This is an optimization exercise on Yosys and OpenROAD, whose aim is small area, not a production implementation. Function was checked by simulation only, so behaviour that the tests miss may differ from the original. The flow treats the clock pin as an ideal source, which a real chip does not have. Power and IR drop assume default switching activity.

==> design/flow/design.v <==
module tws_bus (
    input  wire       clk,
    input  wire       rst,
    input  wire       scl,          
    input  wire       sda,          
    input  wire       bus_active,   
    output reg  [7:0] sbr,
    output wire       scl_dl,
    output wire       sda_dl
);
    localparam [3:0] M_IDLE   = 4'd0,
                     M_SS     = 4'd1,
                     M_CHECK  = 4'd2,
                     M_READ   = 4'd3,
                     M_RACK   = 4'd4,
                     M_SEND   = 4'd5,
                     M_SACK   = 4'd6,
                     M_DONE_A = 4'd7,
                     M_DONE_N = 4'd8;
    reg       p_scl, p_sda;
    reg [3:0] mode;
    reg       ovf;
    reg [3:0] cnt;
    reg [7:0] shreg;
    reg       dout;
    wire rise  = ~p_scl & scl;
    wire fall  = p_scl & ~scl;
    wire start = p_scl & scl & p_sda & ~sda;
    wire stop  = p_scl & scl & ~p_sda & sda;
    wire counting = (mode != M_IDLE) && (mode != M_SS);
    wire match    = (shreg[7:1] == 7'h2C) || (shreg[7:1] == 7'd0);
    wire oe       = (mode == M_READ) || (mode == M_SEND) ||
                    (mode == M_SACK) || (mode == M_DONE_A);
    reg [3:0] n_mode;
    reg       n_ovf;
    reg [3:0] n_cnt;
    reg [7:0] n_shreg;
    reg [7:0] n_sbr;
    always @* begin
        n_mode  = mode;
        n_ovf   = ovf;
        n_cnt   = cnt;
        n_shreg = shreg;
        n_sbr   = sbr;
        if (counting && !ovf) begin
            if (rise)
                n_shreg = {shreg[6:0], sda};
            if (rise || fall) begin
                n_cnt = cnt + 4'd1;
                if (cnt == 4'd15)
                    n_ovf = 1'b1;
            end
        end
        if (ovf) begin
            n_ovf = 1'b0;
            case (mode)
                M_CHECK:
                    if (match) begin
                        n_shreg[7:6] = 2'b00;
                        n_cnt        = 4'd14;
                        n_mode       = shreg[0] ? M_SEND : M_READ;
                    end else begin
                        n_mode = M_IDLE;
                    end
                M_READ: begin
                    n_cnt  = 4'd0;
                    n_mode = M_RACK;
                end
                M_RACK: begin
                    n_sbr        = shreg;
                    n_shreg[7:6] = 2'b00;
                    n_cnt        = 4'd14;
                    n_mode       = M_DONE_A;
                end
                M_SEND: begin
                    n_shreg = sbr;
                    n_cnt   = 4'd0;
                    n_mode  = M_SACK;
                end
                M_SACK: begin
                    n_cnt  = 4'd14;
                    n_mode = M_DONE_N;
                end
                default:    
                    n_mode = M_IDLE;
            endcase
        end
        if (start) begin
            n_mode = M_SS;
            n_ovf  = 1'b0;
        end else if (stop) begin
            n_mode = M_IDLE;
            n_ovf  = 1'b0;
        end else if (mode == M_SS && !scl) begin
            n_cnt  = 4'd0;
            n_mode = M_CHECK;
        end
    end
    always @(posedge clk) begin
        p_scl <= scl;
        p_sda <= sda;
        cnt   <= n_cnt;
        shreg <= n_shreg;
        if (!scl)
            dout <= n_shreg[7];
        if (rst) begin
            mode <= M_IDLE;
            ovf  <= 1'b0;
            sbr  <= 8'h10;
        end else if (!bus_active) begin
            mode <= M_IDLE;
            ovf  <= 1'b0;
        end else begin
            mode <= n_mode;
            ovf  <= n_ovf;
            sbr  <= n_sbr;
        end
    end
    assign scl_dl = ovf;
    assign sda_dl = oe & ~dout;
endmodule
module tws_motion (
    input  wire       clk,
    input  wire       rst,
    input  wire       lim_up_pin,
    input  wire       lim_dn_pin,
    input  wire [7:0] sbr,
    output wire       bus_active,
    output wire       step_out,
    output wire       dir_out,
    output wire       fault_out,
    output wire       hb_out
);
    localparam [2:0] P_H1 = 3'd0, P_H2 = 3'd1, P_H3 = 3'd2, P_H4 = 3'd3,
                     P_L  = 3'd4, P_S  = 3'd5, P_T  = 3'd6, P_X  = 3'd7;
    localparam [1:0] U_C = 2'd0, U_H = 2'd1, U_L = 2'd2, U_E = 2'd3;
    localparam [4:0] H1C = {P_H1, U_C}, H1H = {P_H1, U_H}, H1L = {P_H1, U_L}, H1E = {P_H1, U_E},
                     H2C = {P_H2, U_C}, H2H = {P_H2, U_H}, H2L = {P_H2, U_L}, H2E = {P_H2, U_E},
                     H3C = {P_H3, U_C}, H3H = {P_H3, U_H}, H3L = {P_H3, U_L}, H3E = {P_H3, U_E},
                     H4C = {P_H4, U_C}, H4H = {P_H4, U_H}, H4L = {P_H4, U_L}, H4E = {P_H4, U_E},
                     LC  = {P_L,  U_C}, LH  = {P_L,  U_H}, LL  = {P_L,  U_L}, LE  = {P_L,  U_E},
                     H1S = {P_S, 2'd0}, H2S = {P_S, 2'd1}, H3S = {P_S, 2'd2}, H4S = {P_S, 2'd3},
                     LT  = {P_T, 2'd0}, HALT = {P_X, 2'd0};
    reg        lim_up, lim_dn, changed;
    reg [4:0]  st;
    reg [2:0]  tmr;
    reg [7:0]  cq;
    reg [2:0]  cr;
    reg [7:0]  s;
    reg        last_dir;
    reg        hb;
    wire [2:0] ph  = st[4:2];
    wire [1:0] sub = st[1:0];
    wire up_n      = ~lim_up_pin;
    wire dn_n      = lim_dn_pin;
    wire set_c     = (up_n != lim_up) || (dn_n != lim_dn);
    wire changed_m = changed | set_c;
    wire move     = (ph <= P_L);                        
    wire in_burst = move && (sub == U_H || sub == U_L);
    wire tz       = (tmr == 3'd0);
    wire at_t     = (cq == s) && (cr == 3'd0);          
    wire above    = (s > cq);                           
    wire halted   = (st == HALT);
    wire [2:0] hpm1 = (ph == P_H2) ? 3'd0 : (ph == P_H3) ? 3'd2 : 3'd1;
    reg [4:0] n_st;
    reg       issue, mv_dir;
    always @* begin
        n_st   = st;
        issue  = 1'b0;
        mv_dir = 1'b0;
        case (st)
            H1C: if (up_n && !at_t) begin issue = 1'b1; n_st = H1H; end
                 else n_st = H1S;
            H2C: if (!dn_n) begin issue = 1'b1; n_st = H2H; end
                 else n_st = H2S;
            H3C: begin issue = 1'b1; mv_dir = 1'b1; n_st = H3H; end
            H4C: begin issue = 1'b1; mv_dir = 1'b1; n_st = H4H; end
            LC:  if (!at_t) begin issue = 1'b1; mv_dir = above; n_st = LH; end
                 else n_st = LT;
            H1H, H2H, H3H, H4H, LH:
                if (tz) n_st = {ph, U_L};
            H1L, H2L, H3L, H4L, LL:
                if (tz) n_st = (changed_m || at_t) ? {ph, U_E} : {ph, U_H};
            H1E: n_st = H1C;
            H2E: n_st = H2S;
            H3E: n_st = H3S;
            H4E: n_st = H4S;
            LE:  n_st = LT;
            H1S: if (tz) n_st = (at_t || up_n) ? HALT : H2C;
            H2S: if (tz) n_st = (at_t || !dn_n) ? HALT : H3C;
            H3S: if (tz) n_st = (at_t || dn_n) ? HALT : H4C;
            H4S: if (tz) n_st = LC;
            LT:  n_st = LC;
            default: n_st = HALT;
        endcase
        if (!halted && up_n && dn_n)
            n_st = HALT;
    end
    reg [2:0] n_tmr;
    always @* begin
        if (sub == U_C && move)
            n_tmr = issue ? hpm1 : 3'd6;
        else if (sub == U_E && move)
            n_tmr = 3'd6;
        else if (in_burst && tz)
            n_tmr = hpm1;
        else
            n_tmr = tmr - 3'd1;
    end
    wire count  = in_burst && sub == U_H && tz;
    wire cnt_up = (ph == P_L) && last_dir;
    reg [7:0] n_cq;
    reg [2:0] n_cr;
    reg       qstep;
    always @* begin
        n_cq  = cq;
        n_cr  = cr;
        qstep = 1'b0;
        case (st)
            H2C: begin n_cq = 8'd225; n_cr = 3'd0; end    
            H3C: begin n_cq = 8'd5;   n_cr = 3'd0; end    
            H4C: begin n_cq = 8'd0;   n_cr = 3'd4; end    
            H4S: begin n_cq = 8'd0;   n_cr = 3'd0; end    
            default: ;
        endcase
        if (count) begin
            if (cnt_up) begin
                if (cr == 3'd4) begin n_cr = 3'd0; qstep = 1'b1; end
                else n_cr = cr + 3'd1;
            end else begin
                if (cr == 3'd0) begin n_cr = (ph == P_L) ? 3'd4 : 3'd7; qstep = 1'b1; end
                else n_cr = cr - 3'd1;
            end
        end
    end
    wire [7:0] qx = cq ^ {8{~cnt_up}};
    wire [7:0] qt;
    assign qt[0] = qstep;
    genvar gi;
    generate for (gi = 1; gi < 8; gi = gi + 1) begin : g_qt
        assign qt[gi] = qt[gi-1] & qx[gi-1];
    end endgenerate
    always @(posedge clk) begin
        lim_up  <= up_n;
        lim_dn  <= dn_n;
        changed <= set_c | (in_burst & changed);
        tmr     <= n_tmr;
        if (rst) begin
            st       <= H1C;
            cq       <= 8'd3;       
            cr       <= 3'd0;
            s        <= 8'd0;
            last_dir <= 1'b0;
            hb       <= 1'b0;
        end else begin
            st <= n_st;
            cq <= n_cq ^ qt;
            cr <= n_cr;
            if (issue && !(up_n && dn_n))
                last_dir <= mv_dir;
            if (st == LT && !(up_n && dn_n)) begin
                s  <= sbr;
                hb <= ~hb;
            end
        end
    end
    assign bus_active = !halted;
    assign step_out   = move && (sub == U_H);
    assign dir_out    = last_dir;
    assign fault_out  = !halted;
    assign hb_out     = hb;
endmodule
module tws_step (
    input  wire clk,
    input  wire rst,
    input  wire scl_in,
    input  wire sda_in,
    input  wire lim_up_pin,
    input  wire lim_dn_pin,
    output wire scl_dl,
    output wire sda_dl,
    output wire step_out,
    output wire dir_out,
    output wire fault_out,
    output wire hb_out
);
    wire [7:0] sbr;
    wire       bus_active;
    tws_bus u_bus (
        .clk        (clk),
        .rst        (rst),
        .scl        (scl_in),
        .sda        (sda_in),
        .bus_active (bus_active),
        .sbr        (sbr),
        .scl_dl     (scl_dl),
        .sda_dl     (sda_dl)
    );
    tws_motion u_motion (
        .clk        (clk),
        .rst        (rst),
        .lim_up_pin (lim_up_pin),
        .lim_dn_pin (lim_dn_pin),
        .sbr        (sbr),
        .bus_active (bus_active),
        .step_out   (step_out),
        .dir_out    (dir_out),
        .fault_out  (fault_out),
        .hb_out     (hb_out)
    );
endmodule
==> design/flow/flow/run.sh <==
#!/bin/bash
# Own layout flow. It runs the standard synthesis unchanged, then maps its
# combinational logic again for area with ABC (the registers stay the same
# instances, names and cells; the new netlist is proven equal to the
# standard one, else the standard one is kept), then the standard layout
# steps with a smaller clock tree and the smallest port buffers.
# Each tool's full output goes to a log file in the work folder.
set -u
W=$PWD
F=$W/flow
R=$W/orfs/results/${FLOW_PLATFORM}/tws_step/base
YOSYS=$FLOW_HOME/../tools/install/yosys/bin/yosys
[ -x "$YOSYS" ] || YOSYS=yosys
ABC=$FLOW_HOME/../tools/install/yosys/bin/yosys-abc
[ -x "$ABC" ] || ABC=yosys-abc
LIB=$FLOW_HOME/platforms/$FLOW_PLATFORM/lib/sky130_fd_sc_hd__tt_025C_1v80.lib

bash standard.sh synth > $W/log_1_synth.log 2>&1 || { echo "standard synthesis failed"; exit 1; }
cp $R/1_2_yosys.v $W/std_synth.v

export REMAP_LIB=$LIB
export REMAP_IN=$W/std_synth.v
export REMAP_DONTUSE="$(grep -oE 'cell \("?sky130_fd_sc_hd__(lpflow|probe)[A-Za-z0-9_]*' $LIB | sed -E 's/cell \("?//' | tr '\n' ' ')"

# a few ABC runs (different seeds of the AIG optimisation), in parallel
for s in 1 2 3 4; do
  sed -e "s/@SEED@/$s/; s#@ORIG@#$W/remap_in_$s.blif#" $F/area.abc > $W/remap_$s.abc
  # ABC's cec checks the mapped logic against ABC's input (the standard
  # netlist's logic) before it hands the result back
  ( export REMAP_OUT=$W/remap_$s.v REMAP_ABC=$W/remap_$s.abc
    $YOSYS -c $F/remap.tcl > $W/log_remap_$s.log 2>&1 &&
    grep -q "Networks are equivalent" $W/log_remap_$s.log &&
    ! grep -qi "NOT EQUIVALENT" $W/log_remap_$s.log &&
    touch $W/remap_$s.ok ) &
done
wait

best=""
best_area=""
for s in 1 2 3 4; do
  [ -f $W/remap_$s.ok ] || continue
  a=$(grep -m1 "Chip area for module" $W/remap_$s.v.stat | awk '{print $NF}')
  std=$(grep -m1 "Chip area" $W/orfs/reports/$FLOW_PLATFORM/tws_step/base/synth_stat.txt | awk '{print $NF}')
  echo "remap seed $s: $a (standard $std)"
  if [ -z "$best" ] || awk -v a="$a" -v b="$best_area" 'BEGIN{exit !(a<b)}'; then
    best=$s; best_area=$a
  fi
done
if [ -n "$best" ]; then
  echo "using remap seed $best"
  cp $W/remap_$best.v $R/1_2_yosys.v
  rm -f $R/1_synth.odb $R/1_synth.sdc
else
  echo "no remap passed; keeping the standard netlist"
fi

# port buffers: the smallest buffer; clock: a few buffers at the centroids
# of groups of registers, driven by the clock port, instead of a tree
export BUFFER_PORTS_ARGS="-buffer_cell sky130_fd_sc_hd__buf_1"
export PRE_CTS_TCL=$F/pre_cts.tcl
export CLKROOT_N=4
export CLKROOT_CELL=sky130_fd_sc_hd__clkbuf_8
bash standard.sh "BUFFER_PORTS_ARGS=$BUFFER_PORTS_ARGS" "PRE_CTS_TCL=$PRE_CTS_TCL" finish > $W/log_2_layout.log 2>&1 || { echo "layout failed"; tail -20 $W/log_2_layout.log; exit 1; }
echo "layout done"
==> design/flow/flow/area.abc <==
strash
write_blif @ORIG@
&get -n
&deepsyn -T 60 -S @SEED@
&put
dch -f
amap
cec @ORIG@
==> design/flow/flow/pre_cts.tcl <==
# Clock buffering in place of a clock tree: the clock sinks are split into
# CLKROOT_N groups by position (alternately by x and y, equal sizes) and
# each group gets one CLKROOT_CELL buffer at its centroid, driven by the
# clock port. TritonCTS is then told to skip the clock nets.
if { ![info exists ::env(CLKROOT_N)] } { set ::env(CLKROOT_N) 4 }
if { ![info exists ::env(CLKROOT_CELL)] } { set ::env(CLKROOT_CELL) sky130_fd_sc_hd__clkbuf_8 }
set blk [ord::get_db_block]
set dbu [$blk getDbUnitsPerMicron]
set net [$blk findNet clk]
set sinks {}
foreach it [$net getITerms] {
  set b [[$it getInst] getBBox]
  lappend sinks [list [[$it getInst] getName]/[[$it getMTerm] getName] \
    [expr {([$b xMin] + [$b xMax]) / 2}] [expr {([$b yMin] + [$b yMax]) / 2}]]
}
proc split_groups { groups n axis } {
  while { [llength $groups] < $n } {
    # split the largest group in two along the axis with the larger extent
    set groups [lsort -command {apply {{a b} {expr {[llength $b] - [llength $a]}}}} $groups]
    set g [lindex $groups 0]
    set xs [lmap s $g {lindex $s 1}]
    set ys [lmap s $g {lindex $s 2}]
    set dx [expr {[tcl::mathfunc::max {*}$xs] - [tcl::mathfunc::min {*}$xs]}]
    set dy [expr {[tcl::mathfunc::max {*}$ys] - [tcl::mathfunc::min {*}$ys]}]
    set k [expr {$dx >= $dy ? 1 : 2}]
    set g [lsort -integer -index $k $g]
    set h [expr {[llength $g] / 2}]
    set groups [lreplace $groups 0 0 [lrange $g 0 [expr {$h - 1}]] [lrange $g $h end]]
  }
  return $groups
}
set groups [split_groups [list $sinks] $::env(CLKROOT_N) 0]
set i 0
set skip {clk}
foreach g $groups {
  set sx 0; set sy 0
  set pins {}
  foreach s $g {
    lappend pins [get_pins [lindex $s 0]]
    set sx [expr {$sx + [lindex $s 1]}]
    set sy [expr {$sy + [lindex $s 2]}]
  }
  set x [expr {double($sx) / [llength $g] / $dbu}]
  set y [expr {double($sy) / [llength $g] / $dbu}]
  puts "clock group $i: [llength $g] sinks, buffer at $x $y"
  insert_buffer -buffer_cell $::env(CLKROOT_CELL) -net clk -load_pins $pins \
    -location [list $x $y] -buffer_name clkroot_$i -net_name clk_root_$i
  lappend skip clk_root_$i
  incr i
}
global_connect
set_cts_config -skip_nets $skip
estimate_parasitics -placement
set w 0
foreach pin [all_registers -clock_pins -edge_triggered] {
  foreach e {rise fall} { foreach a {min max} {
    set sl [sta::time_ui_sta [get_property $pin slew_${a}_$e]]
    set w [expr {max($w, $sl * 1e12)}]
  } }
}
puts "placement-estimated worst clock-pin slew: $w ps"
==> design/flow/flow/remap.tcl <==
# Re-map the combinational logic of the standard synthesis netlist for area.
# The flip-flops are kept as they are (same instances, names and cells);
# every other cell is flattened into its liberty function and mapped again
# by ABC. Reads env: REMAP_LIB, REMAP_IN, REMAP_OUT, REMAP_ABC, REMAP_DONTUSE.
yosys -import
read_liberty -ignore_miss_func $::env(REMAP_LIB)
read_verilog $::env(REMAP_IN)
hierarchy -top tws_step
foreach m [tee -q -s result.string select -list-mod =sky130_fd_sc_hd__df* =sky130_fd_sc_hd__edf* =sky130_fd_sc_hd__sdf* =sky130_fd_sc_hd__dl* =sky130_fd_sc_hd__conb*] {
  setattr -mod -set keep_hierarchy 1 $m
}
flatten
foreach m [tee -q -s result.string select -list-mod =A:*] {
  if {$m ne "tws_step"} { blackbox =$m }
}
opt_clean -purge
set du {}
foreach c [split $::env(REMAP_DONTUSE) " "] { if {$c ne ""} { lappend du -dont_use $c } }
abc -liberty $::env(REMAP_LIB) {*}$du -script $::env(REMAP_ABC)
opt_clean -purge
hilomap -singleton -hicell sky130_fd_sc_hd__conb_1 HI -locell sky130_fd_sc_hd__conb_1 LO
insbuf -buf sky130_fd_sc_hd__buf_1 A X
splitnets
opt_clean -purge
# names of our own, so that no internal name matches one of the standard
# netlist's in the equivalence check
yosys rename -enumerate -pattern rm_%
check
tee -o $::env(REMAP_OUT).stat stat -liberty $::env(REMAP_LIB)
write_verilog -noattr -nohex -nodec -noexpr $::env(REMAP_OUT)
==> design/flow/standard.sh <==
#!/bin/bash
# synth_recipe.tcl (not shown) runs the flow's synth.tcl, then flattens the netlist and writes it again
# the make line also repeats each setting of config.mk as NAME=value (left out here)
make -C /OpenROAD-flow-scripts/flow DESIGN_CONFIG=/design/flow/config.mk WORK_HOME=/design/flow/orfs CLKGATE_MAP_FILE= SYNTH_SCRIPT=/design/flow/synth_recipe.tcl "${@:-finish}"
==> design/flow/config.mk <==
export PLATFORM = sky130hd
export DESIGN_NAME = tws_step
export DESIGN_NICKNAME = tws_step
export VERILOG_FILES = /design/flow/design.v
export SDC_FILE = /design/flow/constraint.sdc
export NUM_CORES = 4
export LEC_CHECK = 0
export CAP_MARGIN = 20
export CORE_MARGIN = 2
export CORE_UTILIZATION = 60
export PLACE_DENSITY = 0.75
export SLEW_MARGIN = 20
==> design/flow/constraint.sdc <==
create_clock -name core_clock -period 10.0 [get_ports {clk}]
set_input_delay 2.0000 -clock core_clock [delete_from_list [all_inputs] [get_ports {clk}]]
set_output_delay 2.0000 -clock core_clock [all_outputs]
set_load 0.01 [all_outputs]
==> results of run 1 <==
[through the flow]
step	hold slack (ps)	cells	util (%)	total power, mW	area (sq um)
floorplan	429	360	-	0.506	2740
global placement	443	423	64.9	0.566	2850
detailed placement	456	423	64.9	0.567	2850
CTS	456	427	66.2	0.641	2900
global route	496	427	66.2	0.711	2900
finish	463	427	66.2	0.663	2900
[sequential cells by signal, indices dropped and copies added, names as in the netlist, 3 cells and up]
signal / flops
u_motion.st: 5
u_bus.sbr: 8
u_motion.cq: 8
u_motion.cr: 3
u_bus.shreg: 8
u_motion.s: 8
u_bus.mode: 4
u_bus.cnt: 4
u_motion.tmr: 3
[power groups by stage]
stage / clock network, mW / logic [mW] / registers (mW)
2_1_floorplan: 0 / 0.187 / 0.319
3_3_place_gp: 0 / 0.237 / 0.329
3_5_place_dp: 0 / 0.237 / 0.329
4_1_cts: 0.0728 / 0.239 / 0.329
5_1_grt: 0.105 / 0.276 / 0.331
6_report: 0.0954 / 0.243 / 0.324
[worst max-delay path, stage by stage]
cell and delay [ps]:
buf_1 140, nand2_1 90, clkinv_1 60, nor3_1 50, nand2_1 220, clkinv_1 220
a21oi_1 220, nor2_1 90, nand2_1 110, clkinv_1 90, nand2_1 90, clkinv_1 70
or2_0 190, a31o_1 210
[final cells by class, without the clock buffers]
| type | instances | area (sq um) |
|---|---|---|
| tap | 52 | 65.1 |
| timing repair buffer | 11 | 41.3 |
| multi-input combinational | 233 | 1280 |
| sequential | 60 | 1210 |
| inverter | 67 | 251 |
| fill | 370 | 1480 |
[worst max-delay path by stage]
stage	cells after the start	to	slack [ps]
after floorplan	13	u_bus.cnt[3]$_DFF_P_	6510
after global placement	14	u_bus.cnt[3]$_DFF_P_	6170
after detailed placement	14	u_bus.cnt[3]$_DFF_P_	6050
after CTS	14	u_bus.cnt[3]$_DFF_P_	6040
after global routing	14	u_bus.cnt[3]$_DFF_P_	5910
final	14	u_bus.cnt[3]$_DFF_P_	6200
[layer usage]
| layer | GRT usage (%) | vias to the layer above |
|---|---|---|
| li1 | - | 1323 |
| met1 | 33.4 | 1146 |
| met2 | 41.0 | 79 |
| met3 | 1.55 | 18 |
| met4 | 6.08 | 0 |
| met5 | 0 | - |
==> impl_metrics.ini, run 1 <==
[floorplan]
die_area_sq_um = 5120
die_w_um = 71.6
core_area_sq_um = 4380
ios = 12
start_util_pct = 62.5
num_rows = 24
dieHeight_um = 71.6

[detailed_routing]
drt_pass1_iterations = 4
route.met3.wl_um = 243
route.met2.wl_um = 2680
wl_um = 5820
num_vias = 2566
first_iter_violations = 279
antenna_left = 0
top_layer = met4
wl_per_cell_um = 13.6
viasPerCell = 6.01
drt-met1-wl_um = 2730
drc_errors = 0

[pwr]
p_seq_share_pct = 48.9
p_leak_nw = 0.977
p_sw_share_pct = 38.9
switching_power_mw = 0.258
internal-power_mw = 0.405
p_clk_share_pct = 14.4
powerDensity_nw_per_um2 = 228
peakVddDrop_mv = 0.138
pwr-share-comb_pct = 36.7

[sta]
rsz0062_at_grt = false
slew_headroom_pct = 52.4
fin_crit_ps = 3800
layout_setup_ws_ps = 6200
slew_viol_final = 0
max_freq_mhz = 263
tightest_slew_ps = 707
post-route-period-util_pct = 38.0
setup_viol = 0
finClkSkew_ps = 12.4
final.setup.tns_ps = 0
hold_violations = 0

[setup_path]
r2r-start = u_motion.st[2]$_SDFFE_PP0P_
crit_arrival_ps = 3850
start_kind = primary input
worstSetupEndpointType = flip-flop
r2r-end = u_motion.cq[7]$_SDFF_PP0_
rrSetupSlack_ps = 6910
critPathRequiredTime_ps = 10050
crit_fanout = 8
timing.reg2reg.worst_path_depth = 11
cp-startpoint = scl_in
worstSetupPathType = primary input to flip-flop

[clocking]
clk_pin_slew_ps = 90
postCtsSetupBuffers = 0
hold_buffers = 0
worstSkewPairLatency_ps = 160
cts-resized-gates = 0

[synthesis]
yosys_warnings = 2
syn_inst = 360
syn_nets = 366
syn_area_per_cell_sq_um = 7.61
synth_area_sq_um = 2740

[place]
hpwl_um = 4540
port_buffers = 11
place_ws_ps = 6050
place.gp.congestion = 0.946

[min_path]
hp-class = flip-flop to flip-flop
hold_depth = 2
hold_start = u_bus.cnt[3]$_DFF_P_
min_delay_worst_endpoint = u_bus.ovf$_SDFF_PP0_

[global_routing]
grt_pass1_vias = 2365
grt_overflow = 0
grt_usage_pct = 24.0
grt_max_degree = 16
antenna_found_initial = 0
grt_pass1_wl_um = 10400

[finish]
insertedDiodeCount = 0
drive_gt1_share_pct = 1.07
final_common_cell = clkinv_1
area_growth_pct = 5.89
finalNetCount = 383
final_cell_mix = clkinv_1, dfxtp_1, nor2_1, o21ai_0, nand2_1

[run_status]
status = no timing/DRC/antenna violations

[job]
maxCapViolations = 0
==> inputs of run 2 (changes only) <==
--- a/design/flow/flow/run.sh
+++ b/design/flow/flow/run.sh
@@ -11,8 +11,6 @@
 R=$W/orfs/results/${FLOW_PLATFORM}/tws_step/base
 YOSYS=$FLOW_HOME/../tools/install/yosys/bin/yosys
 [ -x "$YOSYS" ] || YOSYS=yosys
-ABC=$FLOW_HOME/../tools/install/yosys/bin/yosys-abc
-[ -x "$ABC" ] || ABC=yosys-abc
 LIB=$FLOW_HOME/platforms/$FLOW_PLATFORM/lib/sky130_fd_sc_hd__tt_025C_1v80.lib
 
 bash standard.sh synth > $W/log_1_synth.log 2>&1 || { echo "standard synthesis failed"; exit 1; }
@@ -24,13 +22,10 @@
 
 # a few ABC runs (different seeds of the AIG optimisation), in parallel
 for s in 1 2 3 4; do
-  sed -e "s/@SEED@/$s/; s#@ORIG@#$W/remap_in_$s.blif#" $F/area.abc > $W/remap_$s.abc
-  # ABC's cec checks the mapped logic against ABC's input (the standard
-  # netlist's logic) before it hands the result back
+  sed -e "s/@SEED@/$s/" $F/area.abc > $W/remap_$s.abc
   ( export REMAP_OUT=$W/remap_$s.v REMAP_ABC=$W/remap_$s.abc
     $YOSYS -c $F/remap.tcl > $W/log_remap_$s.log 2>&1 &&
-    grep -q "Networks are equivalent" $W/log_remap_$s.log &&
-    ! grep -qi "NOT EQUIVALENT" $W/log_remap_$s.log &&
+    $YOSYS -c $F/eqcheck.tcl > $W/log_eqcheck_$s.log 2>&1 &&
     touch $W/remap_$s.ok ) &
 done
 wait
==> design/flow/flow/area.abc (replaced) <==
strash
&get -n
&deepsyn -T 60 -S @SEED@
&put
dch -f
amap
==> design/flow/flow/eqcheck.tcl (new file) <==
# Check that the re-mapped netlist equals the standard one: both are read
# with the cells' liberty functions and flattened; registers pair by name.
# Reads env: REMAP_LIB, REMAP_IN (standard), REMAP_OUT (re-mapped).
yosys -import
read_liberty -ignore_miss_func $::env(REMAP_LIB)
read_verilog $::env(REMAP_IN)
yosys rename tws_step gold
read_verilog $::env(REMAP_OUT)
yosys rename tws_step gate
flatten gold gate
opt_clean -purge gold gate
equiv_make gold gate equiv
hierarchy -top equiv
equiv_simple -seq 1
equiv_induct
equiv_status -assert
==> impl_metrics.ini, run 2 <==
[pwr]
peakVddDrop_mv = 0.113
p_leak_nw = 1.49
powerDensity_nw_per_um2 = 210

[detailed_routing]
num_vias = 3303
drc_errors = 0
viasPerCell = 6.23
first_iter_violations = 159
drt_pass1_iterations = 5
wl_per_cell_um = 15.5
antenna_left = 0
wl_um = 8200

[clocking]
hold_buffers = 0
postCtsSetupBuffers = 0
worstSkewPairLatency_ps = 160
cts-resized-gates = 0
clk_pin_slew_ps = 100

[finish]
final_cell_mix = dfxtp_1, nor2_1, a21oi_1, inv_1, mux2i_1
stdcell_count = 530
final_area_sq_um = 3870
insertedDiodeCount = 0
drive_gt1_share_pct = 4.62
fill_cells = 539
layout.area.seq_sq_um = 1210
area_growth_pct = 2.69
multiInputGateArea_sq_um = 2330
finalNetCount = 483
final_common_cell = dfxtp_1

[min_path]
min_delay_worst_endpoint = u_bus.ovf$_SDFF_PP0_
hold_start = u_bus.cnt[3]$_DFF_P_
hold_depth = 2
hp-class = flip-flop to flip-flop

[setup_path]
r2r-end = u_motion.cq[7]$_SDFF_PP0_
max_stage_delay_ps = 950
timing.reg2reg.worst_path_depth = 6
worstSetupEndpointType = primary output
crit_fanout = 30
critPathRequiredTime_ps = 8000
start_kind = flip-flop
r2r-start = u_motion.st[4]$_SDFFE_PP0P_
rrSetupSlack_ps = 7490
cpMaxStageDelayCell = dfxtp_1
crit_chain = and4_4 > inv_1 > buf_1
crit_arrival_ps = 1730
worstSetupPathType = flip-flop to primary output

[job]
maxCapViolations = 0

[synthesis]
synth_commonest_cells = dfxtp_1, nor2_1, a21oi_1
synth.most_common_cell = dfxtp_1
ys_seq_elements = 60
synth_area_sq_um = 3770
syn_inst = 463
synth-edff-count = 1
yosys_warnings = 2
yosysTopAreaCell = dfxtp_1
syn_nets = 489
syn_area_per_cell_sq_um = 8.14
synth_cell_types = 68
synth_flop_cell = dfxtp_1
synth_area_leaders = dfxtp_1, ha_1, mux2i_1
async_reset_ff_share_pct = 0
synth.yosys.seq_area_share_pct = 32.1
netlist.area_leader.share_pct = 31.4

[sta]
fin_crit_ps = 3730
max_freq_mhz = 268
hold_violations = 0
rsz0062_at_grt = false
slew_viol_final = 0
post-route-period-util_pct = 37.3
holdWs_ps = 474
layout_setup_ws_ps = 6270
slew_headroom_pct = 37.5
finClkSkew_ps = 7.72
tightest_slew_ps = 936
final.setup.tns_ps = 0
setup_viol = 0

[floorplan]
core_area_sq_um = 5990
num_rows = 28
die_area_sq_um = 6930
dieHeight_um = 83.2
ios = 12
die_w_um = 83.2
start_util_pct = 62.9

[place]
hpwl_um = 5960
port_buffers = 11
dp.cells = 526
place.gp.congestion = 0.910
place_ws_ps = 6370
dpl_cell_area_sq_um = 3810

[global_routing]
grt_overflow = 0
antenna_found_initial = 0
grt_usage_pct = 23.0
grt_pass1_vias = 3013
grt_pass1_wl_um = 14000
grt_max_degree = 31

[run_status]
status = no timing/DRC/antenna violations
## run 2: cell count changes in the layout (fill, tap and decap cells not counted), moves of 16 or more
cell | previous run | this run
a21oi_1 | 16 | 33
clkinv_1 | 67 | 0
ha_1 | 0 | 20
inv_1 | 0 | 29
mux2i_1 | 0 | 25
o21ai_0 | 29 | 13
## run 2: cell families (layout without fill, tap and decap cells)
kind of cell             count (synthesis)  count (layout)  synth area share (%)
AND/OR/NAND/NOR                        173             173                  24.2
multiplexers                            25              25                  6.64
flip-flops                              60              60                  32.1
XOR/XNOR                                19              19                  4.42
AO/OA/AOI/OAI                          110             110                  19.7
buffers and inverters                   56              48                  6.21
adder cells (fa/ha/maj)                 20              20                  6.64
## run 2: routing by layer
metal	routed length, um	GRT usage, %	vias to the layer above
met4	143	4.02	0
met2	3980	40.9	64
li1	-	-	1651
met1	3780	30.9	1573
met5	0	0	-
met3	305	1.69	15
## run 2: power breakdown
group | internal [mW] | switching, mW | total (mW)
Clock | 0.0370 | 0.0616 | 0.0986
Combinational | 0.160 | 0.202 | 0.362
Sequential | 0.281 | 0.0720 | 0.353
Total | 0.479 | 0.336 | 0.814
## run 2: how the worst max path moves through the flow
stage / to / start / cells past startpoint / slack (ps)
floorplan: u_motion.st[4]$_SDFFE_PP0P_ / lim_up_pin / 5 / 6700
global placement: u_motion.st[4]$_SDFFE_PP0P_ / lim_dn_pin / 5 / 6430
detailed placement: u_motion.st[4]$_SDFFE_PP0P_ / lim_dn_pin / 5 / 6370
CTS: u_motion.st[4]$_SDFFE_PP0P_ / lim_dn_pin / 5 / 6370
global route: step_out / u_motion.st[4]$_SDFFE_PP0P_ / 3 / 6170
finish: fault_out / u_motion.st[4]$_SDFFE_PP0P_ / 3 / 6270
## run 2: critical path, delay by kind of cell, from the launching register on
family        cells  cell delay, ps
buf+inv           2             220
flops             1             950
simple gates      1             410
## run 2: area by class of cell, without the clock buffers
cell class / instances / share of cell area, %
inverters: 29 / 2.81
multi-input cells: 347 / 60.2
well taps: 75 / 2.43
flip-flops and latches: 60 / 31.3
repair buffers: 15 / 1.84
## run 2: through the flow
stage / utilization (%) / power (mW)
2_1_floorplan: - / 0.643
3_3_place_gp: 63.7 / 0.704
3_5_place_dp: 63.7 / 0.715
4_1_cts: 64.6 / 0.789
5_1_grt: 64.6 / 0.882
6_report: 64.6 / 0.814
==> inputs of run 3 (changes only) <==
--- a/design/flow/design.v
+++ b/design/flow/design.v
@@ -8,92 +8,96 @@
     output wire       scl_dl,
     output wire       sda_dl
 );
-    localparam [3:0] M_IDLE   = 4'd0,
-                     M_SS     = 4'd1,
-                     M_CHECK  = 4'd2,
-                     M_READ   = 4'd3,
-                     M_RACK   = 4'd4,
-                     M_SEND   = 4'd5,
-                     M_SACK   = 4'd6,
-                     M_DONE_A = 4'd7,
-                     M_DONE_N = 4'd8;
+    localparam [2:0] M_NONE   = 3'd0,
+                     M_CHECK  = 3'd1,
+                     M_READ   = 3'd2,
+                     M_RACK   = 3'd3,
+                     M_SEND   = 3'd4,
+                     M_SACK   = 3'd5,
+                     M_DONE_A = 3'd6,
+                     M_DONE_N = 3'd7;
     reg       p_scl, p_sda;
-    reg [3:0] mode;
-    reg       ovf;
+    reg       x;
+    reg [2:0] m;
     reg [3:0] cnt;
+    localparam [3:0] C_0 = 4'b0000, C_14 = 4'b0100, C_15 = 4'b1000;
+    wire [3:0] cnt_inc = {cnt[2:0], cnt[3] ^ cnt[0] ^ ~|cnt[2:0]};
     reg [7:0] shreg;
     reg       dout;
     wire rise  = ~p_scl & scl;
     wire fall  = p_scl & ~scl;
     wire start = p_scl & scl & p_sda & ~sda;
     wire stop  = p_scl & scl & ~p_sda & sda;
-    wire counting = (mode != M_IDLE) && (mode != M_SS);
+    wire counting = (m != M_NONE);
+    wire ovf      = counting & x;
+    wire ss       = !counting & x;
     wire match    = (shreg[7:1] == 7'h2C) || (shreg[7:1] == 7'd0);
-    wire oe       = (mode == M_READ) || (mode == M_SEND) ||
-                    (mode == M_SACK) || (mode == M_DONE_A);
-    reg [3:0] n_mode;
-    reg       n_ovf;
+    wire oe       = (m == M_READ) || (m == M_SEND) ||
+                    (m == M_SACK) || (m == M_DONE_A);
+    reg       n_x;
+    reg [2:0] n_m;
     reg [3:0] n_cnt;
     reg [7:0] n_shreg;
     reg [7:0] n_sbr;
     always @* begin
-        n_mode  = mode;
-        n_ovf   = ovf;
+        n_x     = x;
+        n_m     = m;
         n_cnt   = cnt;
         n_shreg = shreg;
         n_sbr   = sbr;
-        if (counting && !ovf) begin
+        if (counting && !x) begin
             if (rise)
                 n_shreg = {shreg[6:0], sda};
             if (rise || fall) begin
-                n_cnt = cnt + 4'd1;
-                if (cnt == 4'd15)
-                    n_ovf = 1'b1;
+                n_cnt = cnt_inc;
+                if (cnt == C_15)
+                    n_x = 1'b1;
             end
         end
         if (ovf) begin
-            n_ovf = 1'b0;
-            case (mode)
+            n_x = 1'b0;
+            case (m)
                 M_CHECK:
                     if (match) begin
                         n_shreg[7:6] = 2'b00;
-                        n_cnt        = 4'd14;
-                        n_mode       = shreg[0] ? M_SEND : M_READ;
+                        n_cnt        = C_14;
+                        n_m          = shreg[0] ? M_SEND : M_READ;
                     end else begin
-                        n_mode = M_IDLE;
+                        n_m = M_NONE;
                     end
                 M_READ: begin
-                    n_cnt  = 4'd0;
-                    n_mode = M_RACK;
+                    n_cnt = C_0;
+                    n_m   = M_RACK;
                 end
                 M_RACK: begin
                     n_sbr        = shreg;
                     n_shreg[7:6] = 2'b00;
-                    n_cnt        = 4'd14;
-                    n_mode       = M_DONE_A;
+                    n_cnt        = C_14;
+                    n_m          = M_DONE_A;
                 end
                 M_SEND: begin
                     n_shreg = sbr;
-                    n_cnt   = 4'd0;
-                    n_mode  = M_SACK;
+                    n_cnt   = C_0;
+                    n_m     = M_SACK;
                 end
                 M_SACK: begin
-                    n_cnt  = 4'd14;
-                    n_mode = M_DONE_N;
+                    n_cnt = C_14;
+                    n_m   = M_DONE_N;
                 end
                 default:    
-                    n_mode = M_IDLE;
+                    n_m = M_NONE;
             endcase
         end
         if (start) begin
-            n_mode = M_SS;
-            n_ovf  = 1'b0;
+            n_m = M_NONE;
+            n_x = 1'b1;
         end else if (stop) begin
-            n_mode = M_IDLE;
-            n_ovf  = 1'b0;
-        end else if (mode == M_SS && !scl) begin
-            n_cnt  = 4'd0;
-            n_mode = M_CHECK;
+            n_m = M_NONE;
+            n_x = 1'b0;
+        end else if (ss && !scl) begin
+            n_cnt = C_0;
+            n_m   = M_CHECK;
+            n_x   = 1'b0;
         end
     end
     always @(posedge clk) begin
@@ -104,16 +108,16 @@
         if (!scl)
             dout <= n_shreg[7];
         if (rst) begin
-            mode <= M_IDLE;
-            ovf  <= 1'b0;
-            sbr  <= 8'h10;
+            x   <= 1'b0;
+            m   <= M_NONE;
+            sbr <= 8'h10;
         end else if (!bus_active) begin
-            mode <= M_IDLE;
-            ovf  <= 1'b0;
+            x <= 1'b0;
+            m <= M_NONE;
         end else begin
-            mode <= n_mode;
-            ovf  <= n_ovf;
-            sbr  <= n_sbr;
+            x   <= n_x;
+            m   <= n_m;
+            sbr <= n_sbr;
         end
     end
     assign scl_dl = ovf;
--- a/design/flow/flow/run.sh
+++ b/design/flow/flow/run.sh
@@ -11,6 +11,8 @@
 R=$W/orfs/results/${FLOW_PLATFORM}/tws_step/base
 YOSYS=$FLOW_HOME/../tools/install/yosys/bin/yosys
 [ -x "$YOSYS" ] || YOSYS=yosys
+ABC=$FLOW_HOME/../tools/install/yosys/bin/yosys-abc
+[ -x "$ABC" ] || ABC=yosys-abc
 LIB=$FLOW_HOME/platforms/$FLOW_PLATFORM/lib/sky130_fd_sc_hd__tt_025C_1v80.lib
 
 bash standard.sh synth > $W/log_1_synth.log 2>&1 || { echo "standard synthesis failed"; exit 1; }
@@ -22,10 +24,13 @@
 
 # a few ABC runs (different seeds of the AIG optimisation), in parallel
 for s in 1 2 3 4; do
-  sed -e "s/@SEED@/$s/" $F/area.abc > $W/remap_$s.abc
+  sed -e "s/@SEED@/$s/; s#@ORIG@#$W/remap_in_$s.blif#" $F/area.abc > $W/remap_$s.abc
+  # ABC's cec checks the mapped logic against ABC's input (the standard
+  # netlist's logic) before it hands the result back
   ( export REMAP_OUT=$W/remap_$s.v REMAP_ABC=$W/remap_$s.abc
     $YOSYS -c $F/remap.tcl > $W/log_remap_$s.log 2>&1 &&
-    $YOSYS -c $F/eqcheck.tcl > $W/log_eqcheck_$s.log 2>&1 &&
+    grep -q "Networks are equivalent" $W/log_remap_$s.log &&
+    ! grep -qi "NOT EQUIVALENT" $W/log_remap_$s.log &&
     touch $W/remap_$s.ok ) &
 done
 wait
==> design/flow/flow/area.abc (replaced) <==
strash
write_blif @ORIG@
&get -n
&deepsyn -T 60 -S @SEED@
&put
dch -f
amap
cec @ORIG@
removed: design/flow/flow/eqcheck.tcl
==> impl_metrics.ini, run 3 <==
[floorplan]
die_w_um = 70.7
start_util_pct = 61.7
dieHeight_um = 70.7
ios = 12
num_rows = 24
die_area_sq_um = 4990
core_area_sq_um = 4320

[detailed_routing]
antenna_left = 0
wl_per_cell_um = 13.9
num_vias = 2548
viasPerCell = 6.07
first_iter_violations = 378
wl_um = 5850
drt_pass1_iterations = 5
drc_errors = 0

[sta]
max_freq_mhz = 272
rsz0062_at_grt = false
finClkSkew_ps = 15.9
post-route-period-util_pct = 36.8
slew_headroom_pct = 50.3
slew_viol_final = 0
hold_violations = 0
fin_crit_ps = 3680
tightest_slew_ps = 739
holdWs_ps = 461
setup_viol = 0
final.setup.tns_ps = 0

[setup_path]
cpMaxStageDelayCell = o32ai_1
crit_fanout = 8
worst-path-stages = 8
max_stage_delay_ps = 360
crit_arrival_ps = 3760
r2r-end = u_motion.tmr[0]$_DFF_P_
worstSetupEndpointType = flip-flop
critPathTopFamily = simple AND/OR/NAND/NOR gates
rrSetupSlack_ps = 6940
crit_buf_inv = 3
start_kind = primary input
critPathRequiredTime_ps = 10080
worstSetupPathType = primary input to flip-flop
r2r-start = u_motion.s[5]$_SDFFE_PP0P_
crit_chain = buf_1 > nor3_1 > clkinv_1 > nor2_1 > clkinv_1 > o32ai_1 > nor2_1 > a211oi_1
timing.reg2reg.worst_path_depth = 12

[finish]
finalNetCount = 376
drive_gt1_share_pct = 1.09
final_area_sq_um = 2830
fill_cells = 392
insertedDiodeCount = 0
final_cell_mix = nor2_1, clkinv_1, dfxtp_1, nand2_1, nor3_1
final_common_cell = nor2_1
area_growth_pct = 6.05

[place]
port_buffers = 11
place.gp.congestion = 0.947
dpl_cell_area_sq_um = 2770
hpwl_um = 4480

[pwr]
powerDensity_nw_per_um2 = 223
peakVddDrop_mv = 0.144
p_leak_nw = 0.979
power_mw = 0.630

[global_routing]
antenna_found_initial = 0
grt_usage_pct = 24.0
grt_pass1_vias = 2339
grt_overflow = 0
grt_max_degree = 16
grt_pass1_wl_um = 10400

[clocking]
cts-resized-gates = 0
clk_pin_slew_ps = 100
worstSkewPairLatency_ps = 160
hold_buffers = 0
postCtsSetupBuffers = 0

[min_path]
hp-class = flip-flop to flip-flop
hold_start = u_bus.cnt[2]$_DFF_P_
hold_depth = 2
min_delay_worst_endpoint = u_bus.cnt[2]$_DFF_P_

[run_status]
status = no timing/DRC/antenna violations

[synthesis]
syn_nets = 359
yosys_warnings = 2
synth_area_sq_um = 2670
syn_inst = 353
syn_area_per_cell_sq_um = 7.56

[job]
maxCapViolations = 0
-- run 3: tightest hold or removal path, cell delays in order (launching register included) --
cell,delay [ps]
dfxtp_1,320
clkinv_1,50
a32oi_1,50
-- run 3: per-layer routing --
layer	wire length [um]	GRT usage, %	up-vias
met5	0	0	-
met4	87	3.56	0
met3	256	1.42	8
met2	2760	41.9	78
met1	2740	33.9	1176
li1	-	-	1286
-- run 3: worst max path at each step --
stage | start | endpoint
finish | rst | u_motion.cr[2]$_SDFFE_PP0P_
detailed placement | rst | u_motion.cr[2]$_SDFFE_PP0P_
global route | rst | u_motion.cr[2]$_SDFFE_PP0P_
CTS | rst | u_motion.cr[2]$_SDFFE_PP0P_
floorplan | rst | u_motion.cr[2]$_SDFFE_PP0P_
global placement | rst | u_motion.cr[2]$_SDFFE_PP0P_
-- run 3: area by class of cell, without the clock buffers --
class,instances,area (sq um),area share (%)
multi-input cells,234,1250,44.2
flip-flops and latches,59,1190,42.1
inverters,60,225,7.96
well taps,52,65.1,2.30
repair buffers,11,41.3,1.46
-- run 3: through the flow --
step,util (%),worst slack (ps),std cells
floorplan,-,6680,353
global placement,64.1,6330,416
detailed placement,64.1,6200,416
CTS,65.4,6210,420
global route,65.4,6060,420
finish,65.4,6320,420
-- run 3: power by group --
part	leakage [nW]	switching, mW	internal (mW)
logic	0.466	0.143	0.0808
registers	0.485	0.0359	0.275
clock network	0.0288	0.0582	0.0369
total	0.979	0.237	0.393
==> inputs of run 4 (changes only) <==
--- a/design/flow/flow/run.sh
+++ b/design/flow/flow/run.sh
@@ -22,22 +22,28 @@
 export REMAP_IN=$W/std_synth.v
 export REMAP_DONTUSE="$(grep -oE 'cell \("?sky130_fd_sc_hd__(lpflow|probe)[A-Za-z0-9_]*' $LIB | sed -E 's/cell \("?//' | tr '\n' ' ')"
 
-# a few ABC runs (different seeds of the AIG optimisation), in parallel
-for s in 1 2 3 4; do
-  sed -e "s/@SEED@/$s/; s#@ORIG@#$W/remap_in_$s.blif#" $F/area.abc > $W/remap_$s.abc
+# a few ABC runs (different seeds of the AIG optimisation and two mapping
+# scripts), four at a time
+remap_one() {
+  local s=$1 map="amap"
+  [ $s -gt 4 ] && map="map -a; amap"
+  sed -e "s/@SEED@/$s/; s#@ORIG@#$W/remap_in_$s.blif#; s/@MAP@/$map/" $F/area.abc > $W/remap_$s.abc
   # ABC's cec checks the mapped logic against ABC's input (the standard
   # netlist's logic) before it hands the result back
-  ( export REMAP_OUT=$W/remap_$s.v REMAP_ABC=$W/remap_$s.abc
+  REMAP_OUT=$W/remap_$s.v REMAP_ABC=$W/remap_$s.abc \
     $YOSYS -c $F/remap.tcl > $W/log_remap_$s.log 2>&1 &&
     grep -q "Networks are equivalent" $W/log_remap_$s.log &&
     ! grep -qi "NOT EQUIVALENT" $W/log_remap_$s.log &&
-    touch $W/remap_$s.ok ) &
-done
+    touch $W/remap_$s.ok
+}
+for s in 1 2 3 4; do remap_one $s & done
+wait
+for s in 5 6 7 8; do remap_one $s & done
 wait
 
 best=""
 best_area=""
-for s in 1 2 3 4; do
+for s in 1 2 3 4 5 6 7 8; do
   [ -f $W/remap_$s.ok ] || continue
   a=$(grep -m1 "Chip area for module" $W/remap_$s.v.stat | awk '{print $NF}')
   std=$(grep -m1 "Chip area" $W/orfs/reports/$FLOW_PLATFORM/tws_step/base/synth_stat.txt | awk '{print $NF}')
==> design/flow/flow/area.abc (replaced) <==
strash
write_blif @ORIG@
&get -n
&deepsyn -T 60 -S @SEED@
&put
dch -f
@MAP@
cec @ORIG@
==> impl_metrics.ini, run 4 <==
[synthesis]
syn_inst = 353
syn_area_per_cell_sq_um = 7.56
synth_area_sq_um = 2670
yosys_warnings = 2
syn_nets = 359

[sta]
tightest_slew_ps = 739
slew_viol_final = 0
post-route-period-util_pct = 36.8
rsz0062_at_grt = false
hold_violations = 0
setup_viol = 0
holdWs_ps = 461
fin_crit_ps = 3680
finClkSkew_ps = 15.9
max_freq_mhz = 272
slew_headroom_pct = 50.3
final.setup.tns_ps = 0

[finish]
finalNetCount = 376
insertedDiodeCount = 0
fill_cells = 392
area_growth_pct = 6.05
final_cell_mix = nor2_1, clkinv_1, dfxtp_1, nand2_1, nor3_1
drive_gt1_share_pct = 1.09
final_core_util_pct = 65.4
final_common_cell = nor2_1
final_area_sq_um = 2830

[min_path]
hp-class = flip-flop to flip-flop

[global_routing]
grt_usage_pct = 24.0
grt_pass1_vias = 2339
grt_pass1_wl_um = 10400
grt_overflow = 0
antenna_found_initial = 0
grt_max_degree = 16

[setup_path]
start_kind = primary input
critPathRequiredTime_ps = 10080
worstSetupPathType = primary input to flip-flop
cpMaxStageDelayCell = o32ai_1
max_stage_delay_ps = 360
crit_arrival_ps = 3760
worstSetupEndpointType = flip-flop
critPathTopFamily = simple AND/OR/NAND/NOR gates
crit_chain = buf_1 > nor3_1 > clkinv_1 > nor2_1 > clkinv_1 > o32ai_1 > nor2_1 > a211oi_1
crit_fanout = 8
crit_buf_inv = 3

[detailed_routing]
num_vias = 2548
drt_pass1_iterations = 5
antenna_left = 0
wl_per_cell_um = 13.9
viasPerCell = 6.07
first_iter_violations = 378
wl_um = 5850
drc_errors = 0

[place]
place.gp.congestion = 0.947
dpl_cell_area_sq_um = 2770
port_buffers = 11
hpwl_um = 4480

[job]
maxCapViolations = 0

[pwr]
p_leak_nw = 0.979
peakVddDrop_mv = 0.144
power_mw = 0.630
powerDensity_nw_per_um2 = 223

[floorplan]
die_w_um = 70.7
start_util_pct = 61.7
dieHeight_um = 70.7
core_area_sq_um = 4320
num_rows = 24
die_area_sq_um = 4990
ios = 12

[clocking]
cts-resized-gates = 0
worstSkewPairLatency_ps = 160
postCtsSetupBuffers = 0
clk_pin_slew_ps = 100
hold_buffers = 0

[run_status]
status = no timing/DRC/antenna violations
==> run 4: cell counts in the layout (fill, tap and decap cells not counted) <==
No cell type changed its count.
==> run 4: power breakdown <==
group	internal [mW]	switching, mW
Clock	0.0369	0.0582
Combinational	0.0808	0.143
Sequential	0.275	0.0359
==> run 4: worst min-delay path, cell delays in order, from the launching register on <==
cell      delay, ps
dfxtp_1         320
clkinv_1         50
a32oi_1          50
==> run 4: metrics by stage <==
step                std cells  setup slack (ps)
finish                    420              6320
global route              420              6060
CTS                       420              6210
global placement          416              6330
floorplan                 353              6680
detailed placement        416              6200
==> run 4: layer usage <==
layer / GRT usage [%] / part of all wire (%) / vias up
met3: 1.42 / 4.4 / 8
met2: 41.9 / 47 / 78
met4: 3.56 / 1.5 / 0
met1: 33.9 / 47 / 1176
met5: 0 / 0 / -
li1: - / - / 1286
==> run 4: cell type report, without the clock buffers <==
class / instances / area, sq um / share of cell area, %
flip-flops and latches: 59 / 1190 / 42.1
repair buffers: 11 / 41.3 / 1.46
well taps: 52 / 65.1 / 2.30
multi-input cells: 234 / 1250 / 44.2
inverters: 60 / 225 / 7.96
==> run 4: path summary, 6_finish.rpt <==
path | start | end | slack (ps) | depth (start not counted)
hold reg to reg | u_bus.cnt[2]$_DFF_P_ | u_bus.cnt[2]$_DFF_P_ | 460 | 2
setup / recovery | rst | u_motion.cr[2]$_SDFFE_PP0P_ | 6320 | 8
hold / removal | u_bus.cnt[2]$_DFF_P_ | u_bus.cnt[2]$_DFF_P_ | 460 | 2
setup reg to reg | u_motion.s[5]$_SDFFE_PP0P_ | u_motion.tmr[0]$_DFF_P_ | 6940 | 12
==> inputs of run 5 (changes only) <==
--- a/design/flow/design.v
+++ b/design/flow/design.v
@@ -56,36 +56,26 @@
         end
         if (ovf) begin
             n_x = 1'b0;
+            if (m == M_SEND)
+                n_shreg = sbr;
+            else
+                n_shreg[7:6] = 2'b00;
+            if (m != M_READ && m != M_SEND)
+                n_cnt = C_14;
             case (m)
                 M_CHECK:
-                    if (match) begin
-                        n_shreg[7:6] = 2'b00;
-                        n_cnt        = C_14;
-                        n_m          = shreg[0] ? M_SEND : M_READ;
-                    end else begin
+                    if (match)
+                        n_m = shreg[0] ? M_SEND : M_READ;
+                    else
                         n_m = M_NONE;
-                    end
-                M_READ: begin
-                    n_cnt = C_0;
-                    n_m   = M_RACK;
-                end
+                M_READ:   n_m = M_RACK;
                 M_RACK: begin
-                    n_sbr        = shreg;
-                    n_shreg[7:6] = 2'b00;
-                    n_cnt        = C_14;
-                    n_m          = M_DONE_A;
-                end
-                M_SEND: begin
-                    n_shreg = sbr;
-                    n_cnt   = C_0;
-                    n_m     = M_SACK;
-                end
-                M_SACK: begin
-                    n_cnt = C_14;
-                    n_m   = M_DONE_N;
+                    n_sbr = shreg;
+                    n_m   = M_DONE_A;
                 end
-                default:    
-                    n_m = M_NONE;
+                M_SEND:   n_m = M_SACK;
+                M_SACK:   n_m = M_DONE_N;
+                default:  n_m = M_NONE;    
             endcase
         end
         if (start) begin
--- a/design/flow/flow/run.sh
+++ b/design/flow/flow/run.sh
@@ -22,38 +22,49 @@
 export REMAP_IN=$W/std_synth.v
 export REMAP_DONTUSE="$(grep -oE 'cell \("?sky130_fd_sc_hd__(lpflow|probe)[A-Za-z0-9_]*' $LIB | sed -E 's/cell \("?//' | tr '\n' ' ')"
 
-# a few ABC runs (different seeds of the AIG optimisation and two mapping
-# scripts), four at a time
+# ABC runs: different seeds of the AIG optimisation and two mapping
+# scripts, four at a time; then a second round from the best netlist
 remap_one() {
   local s=$1 map="amap"
-  [ $s -gt 4 ] && map="map -a; amap"
+  [ $((s % 2)) -eq 0 ] && map="map -a; amap"
   sed -e "s/@SEED@/$s/; s#@ORIG@#$W/remap_in_$s.blif#; s/@MAP@/$map/" $F/area.abc > $W/remap_$s.abc
-  # ABC's cec checks the mapped logic against ABC's input (the standard
-  # netlist's logic) before it hands the result back
+  # ABC's cec checks the mapped logic against ABC's input (the netlist
+  # in REMAP_IN) before it hands the result back
   REMAP_OUT=$W/remap_$s.v REMAP_ABC=$W/remap_$s.abc \
     $YOSYS -c $F/remap.tcl > $W/log_remap_$s.log 2>&1 &&
     grep -q "Networks are equivalent" $W/log_remap_$s.log &&
     ! grep -qi "NOT EQUIVALENT" $W/log_remap_$s.log &&
     touch $W/remap_$s.ok
 }
+best=""
+best_area=""
+pick_best() {
+  local s a
+  for s in "$@"; do
+    [ -f $W/remap_$s.ok ] || continue
+    a=$(grep -m1 "Chip area for module" $W/remap_$s.v.stat | awk '{print $NF}')
+    echo "remap $s: $a (from $REMAP_IN)"
+    if [ -z "$best" ] || awk -v a="$a" -v b="$best_area" 'BEGIN{exit !(a<b)}'; then
+      best=$s; best_area=$a
+    fi
+  done
+}
+echo "standard synthesis: $(grep -m1 "Chip area" $W/orfs/reports/$FLOW_PLATFORM/tws_step/base/synth_stat.txt | awk '{print $NF}')"
 for s in 1 2 3 4; do remap_one $s & done
 wait
 for s in 5 6 7 8; do remap_one $s & done
 wait
-
-best=""
-best_area=""
-for s in 1 2 3 4 5 6 7 8; do
-  [ -f $W/remap_$s.ok ] || continue
-  a=$(grep -m1 "Chip area for module" $W/remap_$s.v.stat | awk '{print $NF}')
-  std=$(grep -m1 "Chip area" $W/orfs/reports/$FLOW_PLATFORM/tws_step/base/synth_stat.txt | awk '{print $NF}')
-  echo "remap seed $s: $a (standard $std)"
-  if [ -z "$best" ] || awk -v a="$a" -v b="$best_area" 'BEGIN{exit !(a<b)}'; then
-    best=$s; best_area=$a
-  fi
-done
+pick_best 1 2 3 4 5 6 7 8
 if [ -n "$best" ]; then
-  echo "using remap seed $best"
+  # second round, from the best netlist of the first
+  cp $W/remap_$best.v $W/round1_best.v
+  export REMAP_IN=$W/round1_best.v
+  for s in 11 12 13 14; do remap_one $s & done
+  wait
+  pick_best 11 12 13 14
+fi
+if [ -n "$best" ]; then
+  echo "using remap $best: $best_area"
   cp $W/remap_$best.v $R/1_2_yosys.v
   rm -f $R/1_synth.odb $R/1_synth.sdc
 else
==> impl_metrics.ini, run 5 <==
[run_status]
status = no timing/DRC/antenna violations

[detailed_routing]
drt_pass1_iterations = 5
num_vias = 2504
antenna_left = 0
wl_per_cell_um = 13.7
wl_um = 5690
drc_errors = 0
first_iter_violations = 173
viasPerCell = 6.02

[synthesis]
yosys_warnings = 2
syn_area_per_cell_sq_um = 7.65
synth_area_sq_um = 2670
syn_nets = 355
syn_inst = 349

[floorplan]
die_w_um = 70.7
die_area_sq_um = 5000
dieHeight_um = 70.7
num_rows = 24
core_area_sq_um = 4320
start_util_pct = 61.7
ios = 12

[place]
place.gp.congestion = 0.883
port_buffers = 11
dpl_cell_area_sq_um = 2780
place_ws_ps = 5800
hpwl_um = 4360

[finish]
final_common_cell = clkinv_1
final_core_util_pct = 65.5
insertedDiodeCount = 0
drive_gt1_share_pct = 1.10
area_growth_pct = 6.05
final_area_sq_um = 2830
finalNetCount = 372
fill_cells = 395
final_cell_mix = clkinv_1, dfxtp_1, nor2_1, o22ai_1

[setup_path]
crit_chain = buf_1 > nand2_1 > o211ai_1 > a21oi_1 > clkinv_1 > nor2_1 > or2_0 > nor2_1 > a221o_1
cp-startpoint = scl_in
worstSetupEndpointType = flip-flop
worstSetupPathType = primary input to flip-flop
crit_fanout = 9
critPathTopFamily = simple AND/OR/NAND/NOR gates
crit_buf_inv = 2
start_kind = primary input
crit_top_cell = nor2_1
critPathRequiredTime_ps = 9910
r2r-start = u_motion.st[0]$_SDFFE_PP0P_
cpMaxStageDelayCell = nor2_1
crit_arrival_ps = 3950
max_stage_delay_ps = 490

[clocking]
cts-resized-gates = 0
postCtsSetupBuffers = 0
worstSkewPairLatency_ps = 150
clk_pin_slew_ps = 90
hold_buffers = 0

[sta]
tightest_slew_ps = 569
final.setup.tns_ps = 0
layout_setup_ws_ps = 5960
finClkSkew_ps = 7.75
post-route-period-util_pct = 40.4
fin_crit_ps = 4040
max_freq_mhz = 248
rsz0062_at_grt = false
setup_viol = 0
hold_violations = 0
slew_headroom_pct = 61.6
slew_viol_final = 0

[pwr]
peakVddDrop_mv = 0.145
powerDensity_nw_per_um2 = 241
p_leak_nw = 0.946
power_mw = 0.683

[job]
maxCapViolations = 0

[global_routing]
grt_usage_pct = 23.7
antenna_found_initial = 0
grt_max_degree = 16
grt_overflow = 0
grt_pass1_vias = 2300
grt_pass1_wl_um = 10200

[min_path]
hp-class = flip-flop to flip-flop
hold_start = u_bus.cnt[3]$_DFF_P_
[run 5: final cells by class, without the clock buffers]
type	count	area (sq um)	share of cell area (%)
flip-flops and latches	59	1200	42.4
multi-input cells	216	1190	42.1
inverters	74	278	9.81
well taps	52	65.1	2.30
repair buffers	11	41.3	1.46
[run 5: metal layers]
layer / share of wire [%] / up-vias / track usage (%)
li1: - / 1283 / -
met1: 50 / 1138 / 35.1
met2: 45 / 75 / 39.3
met3: 4.9 / 8 / 2.14
met4: 0.97 / 0 / 2.73
met5: 0 / - / 0
[run 5: final timing paths]
| check | to | slack [ps] | depth (start not counted) |
|---|---|---|---|
| worst min-delay path | u_bus.cnt[3]$_DFF_P_ | 480 | 2 |
| worst min register to register | u_bus.cnt[3]$_DFF_P_ | 480 | 2 |
| worst max register to register | u_motion.cq[7]$_SDFF_PP0_ | 6590 | 21 |
| worst max-delay path | u_bus.dout$_DFFE_PN_ | 5960 | 9 |
[run 5: worst register-to-register path: cells and delay by family (launching register included)]
kind / cells / cell delay [ps]
compound gates: 5 / 770
buf+inv: 5 / 570
simple gates: 11 / 1550
flops: 1 / 430
[run 5: per-stage QoR]
step | instances | hold slack, ps
3_3_place_gp | 412 | 459
6_report | 416 | 475
5_1_grt | 416 | 498
3_5_place_dp | 412 | 462
4_1_cts | 416 | 462
2_1_floorplan | 349 | 437
[run 5: report_power, final]
part / internal [mW] / switching (mW) / leakage (nW)
Clock: 0.0370 / 0.0590 / 0.0288
Sequential: 0.286 / 0.0426 / 0.484
Combinational: 0.0942 / 0.164 / 0.433
==> inputs of run 6 (changes only) <==
--- a/design/flow/flow/run.sh
+++ b/design/flow/flow/run.sh
@@ -23,7 +23,7 @@
 export REMAP_DONTUSE="$(grep -oE 'cell \("?sky130_fd_sc_hd__(lpflow|probe)[A-Za-z0-9_]*' $LIB | sed -E 's/cell \("?//' | tr '\n' ' ')"
 
 # ABC runs: different seeds of the AIG optimisation and two mapping
-# scripts, four at a time; then a second round from the best netlist
+# scripts, eight at a time; then a second round from the best netlist
 remap_one() {
   local s=$1 map="amap"
   [ $((s % 2)) -eq 0 ] && map="map -a; amap"
@@ -50,18 +50,18 @@
   done
 }
 echo "standard synthesis: $(grep -m1 "Chip area" $W/orfs/reports/$FLOW_PLATFORM/tws_step/base/synth_stat.txt | awk '{print $NF}')"
-for s in 1 2 3 4; do remap_one $s & done
+for s in 1 2 3 4 5 6 7 8; do remap_one $s & done
 wait
-for s in 5 6 7 8; do remap_one $s & done
+for s in 9 10 11 12 13 14 15 16; do remap_one $s & done
 wait
-pick_best 1 2 3 4 5 6 7 8
+pick_best 1 2 3 4 5 6 7 8 9 10 11 12 13 14 15 16
 if [ -n "$best" ]; then
   # second round, from the best netlist of the first
   cp $W/remap_$best.v $W/round1_best.v
   export REMAP_IN=$W/round1_best.v
-  for s in 11 12 13 14; do remap_one $s & done
+  for s in 21 22 23 24 25 26 27 28; do remap_one $s & done
   wait
-  pick_best 11 12 13 14
+  pick_best 21 22 23 24 25 26 27 28
 fi
 if [ -n "$best" ]; then
   echo "using remap $best: $best_area"
==> impl_metrics.ini, run 6 <==
[floorplan]
die_w_um = 70.5
die_area_sq_um = 4970
start_util_pct = 61.8
core_area_sq_um = 4290
num_rows = 24
ios = 12
dieHeight_um = 70.5

[run_status]
status = no timing/DRC/antenna violations

[sta]
slew_viol_final = 0
final.setup.tns_ps = 0
hold_violations = 0
setup_viol = 0
finClkSkew_ps = 10.9
fin_crit_ps = 3790
max_freq_mhz = 264
slew_headroom_pct = 39.2
post-route-period-util_pct = 37.9
tightest_slew_ps = 905
rsz0062_at_grt = false

[pwr]
p_leak_nw = 0.966
p_sw_share_pct = 37.5
pwr-share-comb_pct = 34.9
internal-power_mw = 0.387
powerDensity_nw_per_um2 = 220
p_seq_share_pct = 49.8
switching_power_mw = 0.232
power_mw = 0.618
p_clk_share_pct = 15.3
peakVddDrop_mv = 0.115

[min_path]
hold_start = u_bus.sbr[0]$_SDFFE_PP0P_
hold_depth = 2
hp-class = flip-flop to flip-flop
min_delay_worst_endpoint = u_motion.s[0]$_SDFFE_PP0P_

[setup_path]
cpMaxStageDelayCell = nor3_1
r2r-end = u_motion.cq[7]$_SDFF_PP0_
rrSetupSlack_ps = 6560
worstSetupPathType = primary input to flip-flop
critPathRequiredTime_ps = 10040
start_kind = primary input
crit_top_cell = clkinv_1
max_stage_delay_ps = 500
crit_arrival_ps = 3830
crit_fanout = 10
crit_chain = buf_1 > nor3_1 > clkinv_1 > nor2_1 > clkinv_1 > a2111oi_0
timing.reg2reg.worst_path_depth = 14
crit_buf_inv = 3
r2r-start = u_motion.st[1]$_SDFFE_PP0P_
worstSetupEndpointType = flip-flop
critPathTopFamily = simple AND/OR/NAND/NOR gates

[detailed_routing]
wl_um = 5940
drt_pass1_iterations = 5
antenna_left = 0
first_iter_violations = 240
drc_errors = 0
viasPerCell = 6.12
num_vias = 2535
wl_per_cell_um = 14.3

[synthesis]
syn_inst = 347
syn_nets = 353
syn_area_per_cell_sq_um = 7.65
synth_area_sq_um = 2650
yosys_warnings = 2

[global_routing]
antenna_found_initial = 0
grt_overflow = 0
grt_pass1_wl_um = 10300
grt_pass1_vias = 2354
grt_max_degree = 16
grt_usage_pct = 24.7

[clocking]
cts-resized-gates = 0
clk_pin_slew_ps = 100
hold_buffers = 0
worstSkewPairLatency_ps = 150
postCtsSetupBuffers = 0

[place]
place.gp.congestion = 1.01
port_buffers = 11
hpwl_um = 4500

[finish]
area_growth_pct = 6.08
finalNetCount = 370
insertedDiodeCount = 0
drive_gt1_share_pct = 1.10
final_common_cell = clkinv_1
final_cell_mix = clkinv_1, nor2_1, dfxtp_1, nand2_1, o22ai_1

[job]
maxCapViolations = 0
## run 6: worst max-delay path by stage
stage	startpoint	to	slack, ps	depth (start not counted)
floorplan	lim_up_pin	u_motion.st[2]$_SDFFE_PP0P_	6550	8
global route	rst	u_motion.cr[1]$_SDFFE_PP0P_	5990	6
finish	rst	u_motion.cr[0]$_SDFFE_PP0P_	6210	6
global placement	rst	u_motion.cr[0]$_SDFFE_PP0P_	6260	6
detailed placement	rst	u_motion.cr[0]$_SDFFE_PP0P_	6150	6
CTS	rst	u_motion.cr[0]$_SDFFE_PP0P_	6140	6
## run 6: metrics by stage
step	setup WS (ps)	utilization, %	hold slack (ps)	cell area (sq um)	instances
floorplan	6550	-	437	2650	347
global placement	6260	64.3	454	2760	410
detailed placement	6150	64.3	476	2760	410
CTS	6140	65.6	476	2820	414
global route	5990	65.6	509	2820	414
finish	6210	65.6	474	2820	414
## run 6: layout make-up, without the clock buffers
cell class	instances	area [sq um]
repair buffers	11	41.3
well taps	52	65.1
fillers	380	1480
flip-flops and latches	59	1200
inverters	68	255
multi-input cells	220	1200
## run 6: layer usage
metal	share of wire, %	track usage (%)
met5	0	0
met1	46	34.4
met2	46	42.3
met3	5.9	2.02
met4	1.8	4.70
## run 6: power groups by stage
| stage | Combinational [mW] | Clock (mW) | Sequential, mW |
|---|---|---|---|
| 3_3_place_gp | 0.212 | 0 | 0.312 |
| 4_1_cts | 0.213 | 0.0722 | 0.313 |
| 2_1_floorplan | 0.167 | 0 | 0.305 |
| 5_1_grt | 0.249 | 0.105 | 0.313 |
| 6_report | 0.216 | 0.0945 | 0.308 |
| 3_5_place_dp | 0.211 | 0 | 0.313 |
## run 6: worst min-delay path: cells and delay by family, from the launching register on
| family | cells | cell delay (ps) |
|---|---|---|
| buffers and inverters | 1 | 60 |
| flip-flops | 1 | 310 |
| AO/OA/AOI/OAI | 1 | 70 |

==> separate check: timing with driven ports <==
The flow's constraints put no driver on any port. The routed layouts listed below were extracted and timed again, unchanged, in two steps. Step 1 (the two cells are an assumption about what drives the block):
set clk [get_ports {clk}]
set_driving_cell -lib_cell sky130_fd_sc_hd__clkbuf_16 $clk
set_driving_cell -lib_cell sky130_fd_sc_hd__buf_2 [delete_from_list [all_inputs] $clk]
Step 2 moves the port delays by t, midway between the first and last clock arrival at a register: inputs arrive t later, outputs are due t later. That takes back most of the time a late clock gives input paths. Three values: ideal, step 1, step 2; two values: the first two.
| run | shift t [ns] | setup WS [ns] | worst setup path at the end | cell pins on the clock port's net |
|---|---|---|---|---|
| run 1 | 0.206 | 6.205 / 6.239 / 6.034 | input to register | 4 |
| run 2 | 0.211 | 6.270 / 6.211 / 6.348 | input to register | 4 |
| run 3 | 0.208 | 6.321 / 6.359 / 6.151 | input to register | 4 |
| run 4 | 0.208 | 6.321 / 6.359 / 6.151 | input to register | 4 |
| run 5 | 0.205 | 5.960 / 5.997 / 5.792 | input to register | 4 |
| run 6 | 0.205 | 6.209 / 6.169 / 6.038 | input to register | 4 |
After both steps every run listed still meets setup and hold.
